Background: an optimization exercise with open tools, aiming at small area, a short achievable clock period and few clock cycles per item. Do not read the settings as production practice.
Only simulation tests tie the RTL to the original design; equivalence was not proved.

`flow/run.sh`:
```
#!/bin/bash
# synth_recipe.tcl (not shown) runs the flow's synth.tcl, then flattens the netlist and writes it again
# the make line also repeats each setting of config.mk as NAME=value (left out here)
make -C /OpenROAD-flow-scripts/flow DESIGN_CONFIG=/design/flow/config.mk WORK_HOME=/design/flow/orfs CLKGATE_MAP_FILE= SYNTH_SCRIPT=/design/flow/synth_recipe.tcl finish
```
`flow/config.mk`:
```
export PLATFORM = sky130hd
export DESIGN_NAME = pid4
export DESIGN_NICKNAME = pid4
export VERILOG_FILES = /design/flow/design.v
export SDC_FILE = /design/flow/constraint.sdc
export NUM_CORES = 4
export LEC_CHECK = 0
export CAP_MARGIN = 20
export CORE_MARGIN = 2
export CORE_UTILIZATION = 30
export SLEW_MARGIN = 20
```
`flow/constraint.sdc`:
```
create_clock -name core_clock -period 22.0 [get_ports {clk}]
set_input_delay 4.4000 -clock core_clock [delete_from_list [all_inputs] [get_ports {clk}]]
set_output_delay 4.4000 -clock core_clock [all_outputs]
set_load 0.01 [all_outputs]
```
`flow/design.v`:
```
module fp_round #(
    parameter W = 28
) (
    input  wire              sign,
    input  wire signed [11:0] exp,
    input  wire [W-1:0]      m,
    output wire [31:0]       z
);
    wire        tiny = (exp < 12'sd1);
    wire [11:0] sh_raw = 12'sd1 - exp;
    wire [11:0] sh = tiny ? ((sh_raw > 2*W) ? 2*W : sh_raw) : 12'd0;
    wire [2*W-1:0] ext = {m, {W{1'b0}}} >> sh;
    wire [W-1:0]   ms  = ext[2*W-1:W];
    wire           lost = |ext[W-1:0];
    wire [23:0] sig    = ms[W-1:W-24];
    wire        guard  = ms[W-25];
    wire        sticky = (|ms[W-26:0]) | lost;
    wire [7:0]  ef     = tiny ? 8'd0 : exp[7:0];
    wire [30:0] pack = {ef, sig[22:0]};
    wire        rnd    = guard & (sticky | sig[0]);
    wire [30:0] rounded = pack + {30'd0, rnd};
    wire overflow = !tiny && (exp >= 12'sd255);
    assign z = (m == {W{1'b0}}) ? {sign, 31'd0} :
               overflow         ? {sign, 8'hFF, 23'd0} :
                                  {sign, rounded};
endmodule
module fp_mul (
    input  wire [31:0] a,
    input  wire [31:0] b,
    output wire [31:0] z
);
    wire       sa = a[31], sb = b[31];
    wire [7:0] ea = a[30:23], eb = b[30:23];
    wire [22:0] fa = a[22:0], fb = b[22:0];
    wire nan_a  = (ea == 8'hFF) && (fa != 0);
    wire nan_b  = (eb == 8'hFF) && (fb != 0);
    wire inf_a  = (ea == 8'hFF) && (fa == 0);
    wire inf_b  = (eb == 8'hFF) && (fb == 0);
    wire zero_a = (ea == 8'h00) && (fa == 0);
    wire zero_b = (eb == 8'h00) && (fb == 0);
    wire s = sa ^ sb;
    wire [23:0] ma = {ea != 0, fa};
    wire [23:0] mb = {eb != 0, fb};
    wire [9:0]  eae = (ea == 0) ? 10'd1 : {2'b0, ea};
    wire [9:0]  ebe = (eb == 0) ? 10'd1 : {2'b0, eb};
    wire [47:0] p = ma * mb;
    function [5:0] lzc48(input [47:0] v);
        integer i;
        begin
            lzc48 = 6'd48;
            for (i = 0; i < 48; i = i + 1)
                if (v[i]) lzc48 = 6'd47 - i[5:0];
        end
    endfunction
    wire [5:0]  lz = lzc48(p);
    wire [47:0] mn = p << lz;
    wire signed [11:0] ex = $signed({2'b0, eae}) + $signed({2'b0, ebe})
                            - 12'sd126 - $signed({6'b0, lz});
    wire [31:0] rz;
    fp_round #(.W(48)) u_round (.sign(s), .exp(ex), .m(mn), .z(rz));
    assign z = (nan_a || nan_b || (inf_a && zero_b) || (zero_a && inf_b)) ? 32'h7FC00000 :
               (inf_a || inf_b) ? {s, 8'hFF, 23'd0} :
               rz;
endmodule
module fp_add (
    input  wire [31:0] a,
    input  wire [31:0] b,
    output wire [31:0] z
);
    wire nan_a = (a[30:23] == 8'hFF) && (a[22:0] != 0);
    wire nan_b = (b[30:23] == 8'hFF) && (b[22:0] != 0);
    wire inf_a = (a[30:23] == 8'hFF) && (a[22:0] == 0);
    wire inf_b = (b[30:23] == 8'hFF) && (b[22:0] == 0);
    wire        swap = (b[30:0] > a[30:0]);
    wire [31:0] l = swap ? b : a;
    wire [31:0] s = swap ? a : b;
    wire [23:0] ml = {l[30:23] != 0, l[22:0]};
    wire [23:0] ms = {s[30:23] != 0, s[22:0]};
    wire [7:0]  el = (l[30:23] == 0) ? 8'd1 : l[30:23];
    wire [7:0]  es = (s[30:23] == 0) ? 8'd1 : s[30:23];
    wire [7:0]  d  = el - es;
    wire [50:0]  bgr = {1'b0, ml, 26'd0};
    wire [101:0] sext = {1'b0, ms, 26'd0, 51'd0} >> d;
    wire [50:0]  sml = sext[101:51] | {50'd0, |sext[50:0]};
    wire        sub = l[31] ^ s[31];
    wire [50:0] r = sub ? (bgr - sml) : (bgr + sml);
    function [5:0] lzc51(input [50:0] v);
        integer i;
        begin
            lzc51 = 6'd51;
            for (i = 0; i < 51; i = i + 1)
                if (v[i]) lzc51 = 6'd50 - i[5:0];
        end
    endfunction
    wire [5:0]  lz = lzc51(r);
    wire [50:0] mn = r << lz;
    wire signed [11:0] ex = $signed({4'b0, el}) + 12'sd1 - $signed({6'b0, lz});
    wire        sg = (r == 0) ? (l[31] & s[31]) : l[31];
    wire [31:0] rz;
    fp_round #(.W(51)) u_round (.sign(sg), .exp(ex), .m(mn), .z(rz));
    assign z = (nan_a || nan_b || (inf_a && inf_b && (a[31] != b[31]))) ? 32'h7FC00000 :
               inf_a ? a :
               inf_b ? b :
               rz;
endmodule
module fp_div (
    input  wire        clk,
    input  wire        rst,
    input  wire        start,
    input  wire [31:0] a,
    input  wire [31:0] b,
    output reg         done,
    output reg  [31:0] z
);
    wire [7:0]  ea = a[30:23], eb = b[30:23];
    wire [22:0] fa = a[22:0],  fb = b[22:0];
    wire nan_a  = (ea == 8'hFF) && (fa != 0);
    wire nan_b  = (eb == 8'hFF) && (fb != 0);
    wire inf_a  = (ea == 8'hFF) && (fa == 0);
    wire inf_b  = (eb == 8'hFF) && (fb == 0);
    wire zero_a = (ea == 8'h00) && (fa == 0);
    wire zero_b = (eb == 8'h00) && (fb == 0);
    wire s      = a[31] ^ b[31];
    function [4:0] lzc24(input [23:0] v);
        integer i;
        begin
            lzc24 = 5'd24;
            for (i = 0; i < 24; i = i + 1)
                if (v[i]) lzc24 = 5'd23 - i[4:0];
        end
    endfunction
    wire [23:0] ma = {ea != 0, fa};
    wire [23:0] mb = {eb != 0, fb};
    wire [4:0]  lza = lzc24(ma);
    wire [4:0]  lzb = lzc24(mb);
    wire [23:0] na = ma << lza;
    wire [23:0] nb = mb << lzb;
    wire signed [11:0] xa = $signed({4'b0, (ea == 0) ? 8'd1 : ea}) - $signed({7'b0, lza});
    wire signed [11:0] xb = $signed({4'b0, (eb == 0) ? 8'd1 : eb}) - $signed({7'b0, lzb});
    wire is_nan  = nan_a || nan_b || (inf_a && inf_b) || (zero_a && zero_b);
    wire is_inf  = inf_a || zero_b;
    wire is_zero = zero_a || inf_b;
    reg        busy;
    reg [4:0]  cnt;
    reg [24:0] rem;
    reg [23:0] dvs;
    reg [26:0] q;
    reg        sgn;
    reg signed [11:0] xq;
    reg [1:0]  spec;        
    reg        last;
    wire [25:0] diff = {1'b0, rem} - {2'b0, dvs};
    wire        ge   = !diff[25];
    wire        lz = !q[26];
    wire [27:0] mq = lz ? {q[25:0], |rem, 1'b0} : {q, |rem};
    wire signed [11:0] xr = xq - $signed({11'b0, lz});
    wire [31:0] rz;
    fp_round #(.W(28)) u_round (.sign(sgn), .exp(xr), .m(mq), .z(rz));
    always @(posedge clk) begin
        if (rst) begin
            busy <= 1'b0;
            done <= 1'b0;
            last <= 1'b0;
            cnt  <= 5'd0;
            rem  <= 25'd0;
            dvs  <= 24'd0;
            q    <= 27'd0;
            sgn  <= 1'b0;
            xq   <= 12'sd0;
            spec <= 2'd0;
            z    <= 32'd0;
        end else begin
            done <= 1'b0;
            last <= 1'b0;
            if (start) begin
                busy <= 1'b1;
                cnt  <= 5'd26;
                rem  <= {1'b0, na};
                dvs  <= nb;
                q    <= 27'd0;
                sgn  <= s;
                xq   <= xa - xb + 12'sd127;
                spec <= is_nan ? 2'd1 : is_inf ? 2'd2 : is_zero ? 2'd3 : 2'd0;
            end else if (busy) begin
                q   <= {q[25:0], ge};
                rem <= {(ge ? diff[23:0] : rem[23:0]), 1'b0};
                cnt <= cnt - 5'd1;
                if (cnt == 5'd0) begin
                    busy <= 1'b0;
                    last <= 1'b1;
                end
            end
            if (last) begin
                done <= 1'b1;
                case (spec)
                    2'd1:    z <= 32'h7FC00000;
                    2'd2:    z <= {sgn, 8'hFF, 23'd0};
                    2'd3:    z <= {sgn, 31'd0};
                    default: z <= rz;
                endcase
            end
        end
    end
endmodule
module pid4 (
    input  wire        clk,
    input  wire        rst,
    input  wire        cmd_valid,
    output wire        cmd_ready,
    input  wire [1:0]  cmd_op,       
    input  wire [1:0]  cmd_wheel,
    input  wire [31:0] cmd_a0,       
    input  wire [31:0] cmd_a1,       
    input  wire [31:0] cmd_a2,       
    input  wire [15:0] cmd_dt,       
    output reg         rsp_valid,
    output reg  [31:0] rsp_out,      
    output reg         rsp_numerr,   
    output reg  [31:0] rsp_integ     
);
    localparam OP_UPDATE = 2'd0;
    localparam OP_RESET  = 2'd1;
    localparam OP_GAINS  = 2'd2;
    localparam OP_RANGE  = 2'd3;
    localparam S_IDLE = 4'd0;
    localparam S_P    = 4'd1;    
    localparam S_T    = 4'd2;    
    localparam S_I1   = 4'd3;    
    localparam S_I2   = 4'd4;    
    localparam S_U    = 4'd5;    
    localparam S_V    = 4'd6;    
    localparam S_D0   = 4'd7;    
    localparam S_D1   = 4'd8;    
    localparam S_S1   = 4'd9;    
    localparam S_S2   = 4'd10;   
    localparam S_OUT  = 4'd11;   
    reg [127:0] kp, ki, kd, lim, integ, prev;
    reg [3:0]  state;
    reg [1:0]  w;
    reg [31:0] e, dtf;
    reg [31:0] p, t, i, v, d, s;
    wire [31:0] kp_w    = kp[32*w +: 32];
    wire [31:0] ki_w    = ki[32*w +: 32];
    wire [31:0] kd_w    = kd[32*w +: 32];
    wire [31:0] lim_w   = lim[32*w +: 32];
    wire [31:0] integ_w = integ[32*w +: 32];
    wire [31:0] prev_w  = prev[32*w +: 32];
    assign cmd_ready = (state == S_IDLE);
    wire accept = cmd_valid && cmd_ready;
    function [31:0] u2f(input [24:0] x);
        integer k;
        reg [4:0] lz;
        reg [24:0] n;
        begin
            lz = 5'd0;
            for (k = 0; k < 25; k = k + 1)
                if (x[k]) lz = 5'd24 - k[4:0];
            n = x << lz;
            if (x == 25'd0)
                u2f = 32'd0;
            else
                u2f = {1'b0, 8'd151 - {3'b0, lz}, n[23:1]};
        end
    endfunction
    reg  [31:0] mul_a, mul_b, add_a, add_b;
    wire [31:0] mul_z, add_z;
    fp_mul u_mul (.a(mul_a), .b(mul_b), .z(mul_z));
    fp_add u_add (.a(add_a), .b(add_b), .z(add_z));
    always @(*) begin
        mul_a = e;
        mul_b = dtf;
        add_a = integ_w;
        add_b = t;
        case (state)
            S_P:  begin mul_a = kp_w; mul_b = e;        end
            S_T:  begin mul_a = e;     mul_b = dtf;      end
            S_I2: begin mul_a = ki_w; mul_b = integ_w; end
            S_V:  begin mul_a = kd_w; mul_b = v;        end
            default: ;
        endcase
        case (state)
            S_I1: begin add_a = integ_w; add_b = t;               end
            S_U:  begin add_a = e;        add_b = {~prev_w[31], prev_w[30:0]}; end
            S_S1: begin add_a = p;        add_b = i;               end
            S_S2: begin add_a = s;        add_b = d;               end
            default: ;
        endcase
    end
    wire        div_done;
    wire [31:0] div_z;
    fp_div u_div (
        .clk(clk), .rst(rst), .start(state == S_D0),
        .a(v), .b(dtf), .done(div_done), .z(div_z)
    );
    wire [31:0] lw     = lim_w;
    wire        s_nan  = (s[30:23] == 8'hFF) && (s[22:0] != 0);
    wire        s_big  = s[30:0] > lw[30:0];
    wire [31:0] clamped = s_nan         ? 32'd0 :
                          (s_big && !s[31]) ? lw :
                          (s_big &&  s[31]) ? {1'b1, lw[30:0]} :
                          s;
    always @(posedge clk) begin
        if (rst) begin
            state      <= S_IDLE;
            w          <= 2'd0;
            e          <= 32'd0;
            dtf        <= 32'd0;
            p          <= 32'd0;
            t          <= 32'd0;
            i          <= 32'd0;
            v          <= 32'd0;
            d          <= 32'd0;
            s          <= 32'd0;
            rsp_valid  <= 1'b0;
            rsp_out    <= 32'd0;
            rsp_numerr <= 1'b0;
            rsp_integ  <= 32'd0;
            kp         <= 128'd0;
            ki         <= 128'd0;
            kd         <= 128'd0;
            lim        <= 128'd0;
            integ      <= 128'd0;
            prev       <= 128'd0;
        end else begin
            rsp_valid <= 1'b0;
            case (state)
                S_IDLE: if (accept) begin
                    w <= cmd_wheel;
                    case (cmd_op)
                        OP_UPDATE: begin
                            e     <= cmd_a0;
                            dtf   <= u2f({9'd0, cmd_dt});
                            state <= S_P;
                        end
                        OP_RESET: begin
                            integ[32*cmd_wheel +: 32] <= 32'd0;
                            prev[32*cmd_wheel +: 32]  <= 32'd0;
                        end
                        OP_GAINS: begin
                            kp[32*cmd_wheel +: 32] <= cmd_a0;
                            ki[32*cmd_wheel +: 32] <= cmd_a1;
                            kd[32*cmd_wheel +: 32] <= cmd_a2;
                        end
                        OP_RANGE: begin
                            lim[32*cmd_wheel +: 32] <= u2f(cmd_a0[24:0]);
                        end
                    endcase
                end
                S_P:  begin p <= mul_z;        state <= S_T;  end
                S_T:  begin t <= mul_z;        state <= S_I1; end
                S_I1: begin integ[32*w +: 32] <= add_z; state <= S_I2; end
                S_I2: begin i <= mul_z;        state <= S_U;  end
                S_U:  begin v <= add_z;        state <= S_V;  end
                S_V:  begin v <= mul_z;        state <= S_D0; end
                S_D0: begin prev[32*w +: 32] <= e;      state <= S_D1; end
                S_D1: if (div_done) begin d <= div_z; state <= S_S1; end
                S_S1: begin s <= add_z;        state <= S_S2; end
                S_S2: begin s <= add_z;        state <= S_OUT; end
                S_OUT: begin
                    rsp_valid  <= 1'b1;
                    rsp_out    <= clamped;
                    rsp_numerr <= s_nan;
                    rsp_integ  <= integ_w;
                    state      <= S_IDLE;
                end
                default: state <= S_IDLE;
            endcase
        end
    end
endmodule
```
==> reports/qor.yml <==
logic_synthesis:
  ys_types: 133
  number_of_synthesized_flops_with_an_enable_pin: 0
  seq_area_frac_synth: 0.224
  ys_seq_elements: 1225
  synth_area_leader_cell: "sky130_fd_sc_hd__dfxtp_1"
  synth.top_cells.by_count: "sky130_fd_sc_hd__nor2_1 (2121), sky130_fd_sc_hd__nand2_1 (1441), sky130_fd_sc_hd__dfxtp_1 (1225)"
  ys_async_sr_fraction: 0
  netlist_top_cells_area: "sky130_fd_sc_hd__dfxtp_1 (22%), sky130_fd_sc_hd__fa_1 (9.0%), sky130_fd_sc_hd__nor2_1 (7.3%), sky130_fd_sc_hd__nand2_1 (4.9%), sky130_fd_sc_hd__ha_1 (4.5%)"
  synth_warnings: 4
  synth_largest_type_area_fraction: 0.224
  synth_adder_area_share: 0.135
  synth_compound_area_frac: 0.257
  synth_flop_cell: "sky130_fd_sc_hd__dfxtp_1"
  yosys.cell_count.top_type: "sky130_fd_sc_hd__nor2_1"
  synthMuxAreaShare: 0.0803
  syn-instance-count: 14400
  synth_top_family_by_area: "compound AO/OA/AOI/OAI gates"
  synth_simple_gate_area_share: 0.215
  syn_area_um2: 110000
  synth_xor_area_frac: 0.0215
  syn-mean-instance-area_um2: 7.63
  synth.net_count: 15400
timing:
  worst_hold_slack_ps: 451
  skew_ps: 76.3
  tns_ps: 0
  rel_slew_slack: 0.131
  timing_hold_violations_final: 0
  min_period_over_period: 0.948
  maxSlewViolCount: 0
  report.final.setup_viol: 0
  post-route-min-period_ps: 20860
  pin_slew_with_the_least_headroom_to_its_limit_ps: 1290
  clock.fmax_ghz: 0.0479
worst_hold_path:
  whs_endpoint: "e[25]"
  worst_hold_startpoint: "e[25]"
  holdCritPathClass: "flop to flop"
  hold_depth: 2
grt:
  vias_in_the_first_global_route: 106000
  grt-ovfl-total: 0
  first_pass_grt_wire_length_um: 728000
  grt_antenna_before_repair: 32
  grt_start_max_net_pins: 213
  global_route.usage.total: 0.255
floorplanning:
  floorplan.die.width_um: 608
  io_pins: 186
  die_h_um: 608
  initial_utilization: 0.302
  coreArea_um2: 363000
  die_area_um2: 370000
  rows: 221
setup_path:
  cp-end-kind: "flop"
  critical-path-top-cell-by-count: "sky130_fd_sc_hd__ha_1"
  worst-endpoint-arrival_ps: 21610
  rrSetupSlack_ps: 1140
  standard_cell_with_the_maximum_stage_delay_on_the_critical_path: "sky130_fd_sc_hd__a222oi_1"
  cp_slowest_stage_delay_ps: 990
  ff2ff_path_depth: 68
  reg2reg_to: "v[30]"
  cp-start-kind: "flop"
  timing.rr.start: "w[1]"
  critPathMaxFanout: 30
  critical_path_required_ps: 22740
  worst-setup-path-type: "flop to flop"
placement:
  hpwl_reported_at_the_end_of_detailed_placement_um: 370000
  post_dp_cell_area_um2: 117000
  gp_congestion: 1.04
  numPlacedInstances: 18700
  place.port_buffers: 185
final_layout:
  area_growth_syn_to_layout_pct: 11.5
  final_cell_count_no_fill: 18900
  finish.net_count: 15000
  final_layout_size_suffix_gt1_frac: 0.0866
  post-route-cell-area_um2: 122000
routing:
  drt.antenna.violating_nets: 0
  drtPass1Iterations: 10
  route.detailed.drc: 0
  totalWireLength_um: 495000
  vias_per_cell: 6.05
  num_vias: 114000
  drt_first_iter_violations: 15800
  wl_per_instance_um: 26.1
cts:
  cts_tree: "done"
  cts.path.max_buffers: 3
  h-tree-depth: 4
  sink_count: 1225
  clock_tree.root_cell: "sky130_fd_sc_hd__clkbuf_16"
  clock_insertion_delay_worst_skew_ps: 830
  cts.reportedPaths.clkPinSlew_ps: 60
  cts_made_buffers: 133
run_status:
  outcome: "complete, no violations"
flow_run:
  timing.max_cap.violations: 0
==> how the worst max path moves through the flow <==
stage / from / end / slack [ps]
after floorplan: w[0] / v[30] / 2170
after CTS: state[1] / v[22] / 450
after global routing: w[0] / v[22] / -9
final: w[1] / v[30] / 1140
after global placement: state[1] / v[22] / 560
after detailed placement: state[1] / v[22] / 500
==> metal layers <==
| metal | vias up | GRT usage | part of all wire |
|---|---|---|---|
| li1 | 51000 | - | - |
| met1 | 56000 | 0.348 | 0.42 |
| met2 | 6300 | 0.382 | 0.42 |
| met3 | 1179 | 0.0490 | 0.097 |
| met4 | 30 | 0.128 | 0.058 |
| met5 | - | 0 | 0.00041 |
==> critical path: cells and delay by family, from the launching register on <==
kind                     cells  cell delay [ps]
XOR/XNOR                     3             1010
AO/OA/AOI/OAI               22             7300
AND/OR/NAND/NOR             25             6780
adder cells (fa/ha/maj)      7             2280
buffers and inverters        9             1670
multiplexers                 2              960
flip-flops                   1              690
==> cell usage in the layout (no fill, tap or decap), types with 125 or more instances in the layout <==
cell type / count
sky130_fd_sc_hd__a211oi_1: 239
sky130_fd_sc_hd__a21o_1: 133
sky130_fd_sc_hd__a21oi_1: 955
sky130_fd_sc_hd__a22o_1: 205
sky130_fd_sc_hd__a22oi_1: 636
sky130_fd_sc_hd__buf_4: 416
sky130_fd_sc_hd__clkbuf_16: 138
sky130_fd_sc_hd__clkdlybuf4s50_1: 184
sky130_fd_sc_hd__dfxtp_1: 1218
sky130_fd_sc_hd__fa_1: 491
sky130_fd_sc_hd__ha_1: 394
sky130_fd_sc_hd__inv_1: 792
sky130_fd_sc_hd__mux2i_1: 480
sky130_fd_sc_hd__mux4_2: 143
sky130_fd_sc_hd__nand2_1: 1433
sky130_fd_sc_hd__nand3_1: 370
sky130_fd_sc_hd__nand4_1: 133
sky130_fd_sc_hd__nor2_1: 2100
sky130_fd_sc_hd__nor3_1: 331
sky130_fd_sc_hd__nor4_1: 125
sky130_fd_sc_hd__o211ai_1: 147
sky130_fd_sc_hd__o21ai_0: 562
sky130_fd_sc_hd__or2_2: 133
sky130_fd_sc_hd__xnor2_1: 179
==> through the flow <==
step / util / worst slack, ps
floorplan: - / 2170
global placement: 0.323 / 564
detailed placement: 0.323 / 496
CTS: 0.336 / 446
global route: 0.336 / -8.92
finish: 0.337 / 1140
==> repair_timing <==
action                                  CTS  global route
setup buffers                             0             8
gates resized for setup                   0            17
endpoints found under the hold margin     0             0
hold buffers                              0             0
endpoints found under the setup margin    0           110
==> kinds of logic (layout without fill, tap and decap cells) <==
| logic type | after synthesis | after routing |
|---|---|---|
| buffers and inverters | 1903 | 1662 |
| AO/OA/AOI/OAI | 4107 | 4107 |
| multiplexers | 691 | 691 |
| flip-flops | 1225 | 1225 |
| XOR/XNOR | 267 | 267 |
| other | 0 | 15 |
| adder cells (fa/ha/maj) | 886 | 886 |
| AND/OR/NAND/NOR | 5280 | 5281 |
==> layout make-up <==
class | instances | area (µm²)
multi-input combinational | 11200 | 78700
fill | 38700 | 241000
antenna | 15 | 37.5
clock buffer | 188 | 3840
timing repair buffer | 616 | 5240
tap | 4794 | 6000
clock inverter | 49 | 676
inverter | 809 | 3040
sequential | 1225 | 24500
==> state kept, by name, indices dropped and copies added, names as in the netlist, 30 cells and up <==
register   count
integ        128
kd           128
ki           128
kp           128
lim          128
prev         128
d             32
e             32
i             32
p             32
rsp_integ     32
rsp_out       32
s             32
t             32
u_div.z       32
v             32
dtf           30
Testbench counts, summed over its fixed seeds: cycles 108,469, updates 2,699.

==> port drivers added, routing unchanged <==
Ports are ideal in the flow. The routed layout listed here was re-timed in OpenROAD. Step 1 (the two cells are an assumption about what drives the block):
set clk [get_ports {clk}]
set_driving_cell -lib_cell sky130_fd_sc_hd__clkbuf_16 $clk
set_driving_cell -lib_cell sky130_fd_sc_hd__buf_2 [delete_from_list [all_inputs] $clk]
Step 2 also shifts input and output timing later by t, the mid clock arrival at the registers, as if the neighbouring blocks saw the same clock. Three values: no drivers, after step 1, after step 2; two values: the first two.
shift t [ns]: 0.867
setup slack, ns: 1.137 / 1.137 / 1.137
worst hold slack (ns): 0.451 / 0.451 / 0.451
worst data-port slew with drivers (ns): 0.19
pins driven straight from the clock port: 1
After both steps this run still meets setup and hold. For this run, drivers alone change the setup slack by 0.000 ns; drivers and shift together by 0.000 ns.
